Background: an optimization exercise with open tools, aiming at small area, a short achievable clock period and few clock cycles. Do not read the settings as production practice.
The RTL was checked by simulation tests, not by an equivalence proof against the original design.

## bvm_encoder
module bvm_encoder (
    input  wire        clk,
    input  wire        rst,
    input  wire        cmd_valid,
    output wire        cmd_ready,
    input  wire [71:0] cmd_word,
    output reg         rsp_valid,
    output wire [35:0] rsp_word,
    input  wire [31:0] cur_l,
    input  wire [31:0] cur_r,
    input  wire [1:0]  rdy,
    output wire        out_valid,
    output wire [7:0]  out_byte
);
==> module bvm_encoder, before the edit <==
module bvm_encoder (
    input  wire        clk,
    input  wire        rst,
    input  wire        cmd_valid,
    output wire        cmd_ready,
    input  wire [71:0] cmd_word,
    output reg         rsp_valid,
    output wire [35:0] rsp_word,
    input  wire [31:0] cur_l,
    input  wire [31:0] cur_r,
    input  wire [1:0]  rdy,
    output wire        out_valid,
    output wire [7:0]  out_byte
);
    localparam [3:0] OP_NOP = 4'h0, OP_INIT = 4'h1, OP_ADVANCE = 4'h2,
                     OP_UPDATE = 4'h3, OP_GETCUR = 4'h4, OP_SAMPLE = 4'h5,
                     OP_SETLEVELS = 4'h6, OP_ENCODE = 4'h7, OP_GETDISP = 4'h8,
                     OP_GETSTAT = 4'h9;
    localparam [31:0] FLOOR_DB = 32'hC2C80000;   
    reg [31:0] lvl_a, lvl_b;
    reg        ph;
    reg        e_ill, e_port;        
    reg [1:0]  first;                
    reg        em1, em2, em3;        
    reg        dwait;                
    reg [1:0]  rsp_code;
    reg        data_en;              
    reg [31:0] rsp_data;
    wire busy = em1 | em2 | dwait;
    assign cmd_ready = !busy;
    wire acc = cmd_valid && !busy;
    wire [3:0]  op  = cmd_word[3:0];
    wire        ch  = cmd_word[4];
    wire [2:0]  rsv = cmd_word[7:5];
    wire [31:0] opa = cmd_word[39:8];
    wire [31:0] opb = cmd_word[71:40];
    wire illegal = (op >= 4'hA) || (rsv != 3'd0) ||
                   (ch && !(op == OP_INIT || op == OP_ADVANCE ||
                            op == OP_UPDATE || op == OP_GETCUR));
    wire port_violation = !illegal &&
                   (op == OP_INIT || op == OP_ADVANCE || op == OP_UPDATE);
    wire legal = !illegal && !port_violation;
    wire c_sample = acc && legal && (op == OP_SAMPLE);
    wire c_setlv  = acc && legal && (op == OP_SETLEVELS);
    wire c_encode = acc && legal && (op == OP_ENCODE);
    wire c_getdsp = acc && legal && (op == OP_GETDISP);
    wire c_getcur = acc && legal && (op == OP_GETCUR);
    wire c_getst  = acc && legal && (op == OP_GETSTAT);
    wire lvl_we   = rst || c_sample || c_setlv;
    reg  [13:0] pq_mi;               
    reg  [18:0] pq_ml;
    reg         pq_lo, pq_hi;
    reg         pq_r, pq_v;          
    reg  [7:0]  q_l, q_r;
    wire [13:0] mi1;
    wire [18:0] ml1;
    wire        lo1, hi1;
    wire [7:0]  q2;
    q_s1 u_q1 (.x(lvl_a), .mi(mi1), .ml(ml1), .lo(lo1), .hi(hi1));
    q_s2 u_q2 (.mi(pq_mi), .ml(pq_ml), .lo(pq_lo), .hi(pq_hi), .q(q2));
    reg  [7:0]  d_ex;
    reg         d_sign, d_nan, d_inf, d_zs;
    reg  [1:0]  dph;                 
    wire [27:0] s1_sum;
    wire [7:0]  s1_ex;
    wire        s1_sign, s1_nan, s1_inf, s1_zs, s1_ok;
    wire [31:0] disp;
    disp_s1 u_d1 (.a(lvl_a), .b(lvl_b), .ok(s1_ok), .sum(s1_sum), .ex(s1_ex), .sign(s1_sign),
                  .sp_nan(s1_nan), .sp_inf(s1_inf), .zsign(s1_zs));
    disp_s2 u_d2 (.sum(rsp_data[27:0]), .ex(d_ex), .sign(d_sign), .sp_nan(d_nan),
                  .sp_inf(d_inf), .zsign(d_zs), .y(disp));
    wire cmd_load = c_getcur || c_getst;
    wire d_hold   = lvl_we || cmd_load;
    wire d_st1    = !d_hold && (dph == 2'd0) && s1_ok;
    wire d_st2    = !d_hold && (dph == 2'd1);
    wire disp_now = !d_hold && (dph != 2'd0);    
    always @(posedge clk) begin
        pq_mi <= mi1;
        pq_ml <= ml1;
        pq_lo <= lo1;
        pq_hi <= hi1;
        pq_r  <= ph;
        d_ex  <= s1_ex;
        d_sign <= s1_sign;
        d_nan <= s1_nan;
        d_inf <= s1_inf;
        d_zs  <= s1_zs;
        if (cmd_load)
            rsp_data <= op[0] ? {20'd0, 2'b00, first, 2'b00, rdy, 2'b00, e_port, e_ill}
                              : (ch ? cur_r : cur_l);
        else if (d_st1)
            rsp_data <= {4'd0, s1_sum};
        else if (d_st2)
            rsp_data <= disp;
        if (acc) begin
            rsp_code <= illegal ? 2'd1 : (port_violation ? 2'd2 : 2'd0);
            data_en  <= c_getcur || c_getst || c_getdsp;
        end
    end
    always @(posedge clk) begin
        if (lvl_we) begin
            lvl_a <= rst ? FLOOR_DB : (op[0] ? cur_l : opa);
            lvl_b <= rst ? FLOOR_DB : (op[0] ? cur_r : opb);
        end else begin
            lvl_a <= lvl_b;
            lvl_b <= lvl_a;
        end
        if (rst) begin
            e_ill     <= 1'b0;
            e_port    <= 1'b0;
            first     <= 2'd0;
            rsp_valid <= 1'b0;
            em1       <= 1'b0;
            em2       <= 1'b0;
            em3       <= 1'b0;
            dwait     <= 1'b0;
            ph        <= 1'b0;
            pq_v      <= 1'b0;
            dph       <= 2'd0;
            q_l       <= 8'd1;
            q_r       <= 8'd1;
        end else begin
            if (acc && illegal) begin
                e_ill <= 1'b1;
                if (first == 2'd0) first <= 2'd1;
            end
            if (acc && port_violation) begin
                e_port <= 1'b1;
                if (first == 2'd0) first <= 2'd2;
            end
            ph    <= lvl_we ? 1'b0 : !ph;
            pq_v  <= !lvl_we;
            dph   <= d_hold ? 2'd0 : (d_st1 ? 2'd1 : (d_st2 ? 2'd2 : dph));
            if (pq_v) begin
                if (pq_r) q_r <= q2;
                else      q_l <= q2;
            end
            em1   <= c_encode;
            em2   <= em1;
            em3   <= em2;
            dwait <= c_getdsp ? !disp_now : (dwait && !disp_now);
            rsp_valid <= (acc && !c_encode && !(c_getdsp && !disp_now)) || em2 ||
                         (dwait && disp_now);
        end
    end
    assign out_valid = em1 | em2 | em3;
    assign out_byte  = em1 ? q_l : (em2 ? q_r : 8'h00);
    assign rsp_word  = {rsp_data & {32{data_en}}, 2'b00, rsp_code};
endmodule
==> flow/config.mk <==
export PLATFORM = sky130hd
export DESIGN_NAME = bvm_encoder
export DESIGN_NICKNAME = bvm_encoder
export VERILOG_FILES = /design/flow/design.v
export SDC_FILE = /design/flow/constraint.sdc
export NUM_CORES = 4
export LEC_CHECK = 0
export ABC_AREA = 1
export CAP_MARGIN = 20
export CORE_MARGIN = 2
export CORE_UTILIZATION = 40
export SLEW_MARGIN = 20
==> flow/constraint.sdc <==
create_clock -name core_clock -period 20.0 [get_ports {clk}]
set_input_delay 4.0000 -clock core_clock [delete_from_list [all_inputs] [get_ports {clk}]]
set_output_delay 4.0000 -clock core_clock [all_outputs]
set_load 0.01 [all_outputs]
standard.sh (not shown) runs the stock make flow with config.mk's settings and CLKGATE_MAP_FILE= SYNTH_SCRIPT=/design/flow/synth_recipe.tcl, a recipe that flattens the netlist after the stock synthesis.
==> flow/flow/run.sh <==
#!/bin/bash
# Own layout flow: the standard ORFS flow (standard.sh) on every step,
# unchanged, except that the timing repair after clock tree synthesis and
# after global routing aims for a larger setup slack than the default 0 ns
# (SETUP_SLACK_MARGIN), so that the resizer also speeds up paths that
# already meet the 20 ns clock. The clock, constraints, synthesis, floorplan,
# power grid and tap cells are the standard ones.
# The full output of the ORFS run goes to standard_flow.log here; each ORFS
# step also keeps its own log under orfs/logs/.
set -euo pipefail
bash standard.sh SETUP_SLACK_MARGIN=14.5 finish > standard_flow.log 2>&1
Testbench counts at the start, summed over its fixed seeds: cycles 16,188.
==> next run, changes <==
--- a/flow/design.v
+++ b/flow/design.v
@@ -413,45 +413,43 @@
     wire [13:0] mi1;
     wire [18:0] ml1;
     wire        lo1, hi1;
     wire [7:0]  q2;
     q_s1 u_q1 (.x(lvl_a), .mi(mi1), .ml(ml1), .lo(lo1), .hi(hi1));
     q_s2 u_q2 (.mi(pq_mi), .ml(pq_ml), .lo(pq_lo), .hi(pq_hi), .q(q2));
+    reg  [27:0] d_sum;
     reg  [7:0]  d_ex;
-    reg         d_sign, d_nan, d_inf, d_zs;
-    reg  [1:0]  dph;                 
+    reg         d_sign, d_nan, d_inf, d_zs, d_v, d_ok;
+    reg         has_disp;            
     wire [27:0] s1_sum;
     wire [7:0]  s1_ex;
     wire        s1_sign, s1_nan, s1_inf, s1_zs, s1_ok;
     wire [31:0] disp;
     disp_s1 u_d1 (.a(lvl_a), .b(lvl_b), .ok(s1_ok), .sum(s1_sum), .ex(s1_ex), .sign(s1_sign),
                   .sp_nan(s1_nan), .sp_inf(s1_inf), .zsign(s1_zs));
-    disp_s2 u_d2 (.sum(rsp_data[27:0]), .ex(d_ex), .sign(d_sign), .sp_nan(d_nan),
+    disp_s2 u_d2 (.sum(d_sum), .ex(d_ex), .sign(d_sign), .sp_nan(d_nan),
                   .sp_inf(d_inf), .zsign(d_zs), .y(disp));
-    wire cmd_load = c_getcur || c_getst;
-    wire d_hold   = lvl_we || cmd_load;
-    wire d_st1    = !d_hold && (dph == 2'd0) && s1_ok;
-    wire d_st2    = !d_hold && (dph == 2'd1);
-    wire disp_now = !d_hold && (dph != 2'd0);    
+    wire d_wr = d_v && d_ok;
+    wire disp_now = has_disp || d_wr;    
     always @(posedge clk) begin
         pq_mi <= mi1;
         pq_ml <= ml1;
         pq_lo <= lo1;
         pq_hi <= hi1;
         pq_r  <= ph;
+        d_sum <= s1_sum;
         d_ex  <= s1_ex;
         d_sign <= s1_sign;
         d_nan <= s1_nan;
         d_inf <= s1_inf;
         d_zs  <= s1_zs;
-        if (cmd_load)
+        d_ok  <= s1_ok;
+        if (c_getcur || c_getst)
             rsp_data <= op[0] ? {20'd0, 2'b00, first, 2'b00, rdy, 2'b00, e_port, e_ill}
                               : (ch ? cur_r : cur_l);
-        else if (d_st1)
-            rsp_data <= {4'd0, s1_sum};
-        else if (d_st2)
+        else if (d_wr)
             rsp_data <= disp;
         if (acc) begin
             rsp_code <= illegal ? 2'd1 : (port_violation ? 2'd2 : 2'd0);
             data_en  <= c_getcur || c_getst || c_getdsp;
         end
     end
@@ -471,13 +469,14 @@
             em1       <= 1'b0;
             em2       <= 1'b0;
             em3       <= 1'b0;
             dwait     <= 1'b0;
             ph        <= 1'b0;
             pq_v      <= 1'b0;
-            dph       <= 2'd0;
+            d_v       <= 1'b0;
+            has_disp  <= 1'b0;
             q_l       <= 8'd1;
             q_r       <= 8'd1;
         end else begin
             if (acc && illegal) begin
                 e_ill <= 1'b1;
                 if (first == 2'd0) first <= 2'd1;
@@ -485,13 +484,14 @@
             if (acc && port_violation) begin
                 e_port <= 1'b1;
                 if (first == 2'd0) first <= 2'd2;
             end
             ph    <= lvl_we ? 1'b0 : !ph;
             pq_v  <= !lvl_we;
-            dph   <= d_hold ? 2'd0 : (d_st1 ? 2'd1 : (d_st2 ? 2'd2 : dph));
+            d_v   <= !lvl_we;
+            has_disp <= disp_now && !lvl_we && !c_getcur && !c_getst;
             if (pq_v) begin
                 if (pq_r) q_r <= q2;
                 else      q_l <= q2;
             end
             em1   <= c_encode;
             em2   <= em1;
After rerunning: Fmax goes up by a few percent; count of clock-buffer cells in the layout goes up by 16; non-clock buffer count goes up by 48; hold slack improves by 0.0055 ns.
Testbench counts after the change, summed over its fixed seeds: cycles 16,188.

-- re-timing with driven ports --
The flow's constraints put no driver on any port. The routed layouts listed below were extracted and timed again, unchanged, in two steps.
Step 1 (the two cells are an assumption about what drives the block):
set clk [get_ports {clk}]
set_driving_cell -lib_cell sky130_fd_sc_hd__clkbuf_16 $clk
set_driving_cell -lib_cell sky130_fd_sc_hd__buf_2 [delete_from_list [all_inputs] $clk]
Step 2 also shifts input and output timing later by t, the mid clock arrival at the registers, as if the neighbouring blocks saw the same clock.
a / b / c = ideal ports / drivers / drivers and shift; a / b = the first two.
run | shift t [ns] | setup WS [ns] | hold slack, ns | worst setup path at the end | clock arrival spread, ns
the first run | 0.552 | 13.980 / 13.984 / 13.432 | 0.352 / 0.352 / 0.352 | input to register | 0.021 / 0.021
the second run | 0.645 | 14.223 / 14.223 / 13.905 | 0.357 / 0.357 / 0.357 | input to register | 0.024 / 0.024
After both steps setup and hold are still met in every run listed. For the first run, which loses most, drivers alone change the setup slack by +0.004 ns; drivers and shift together by -0.548 ns.
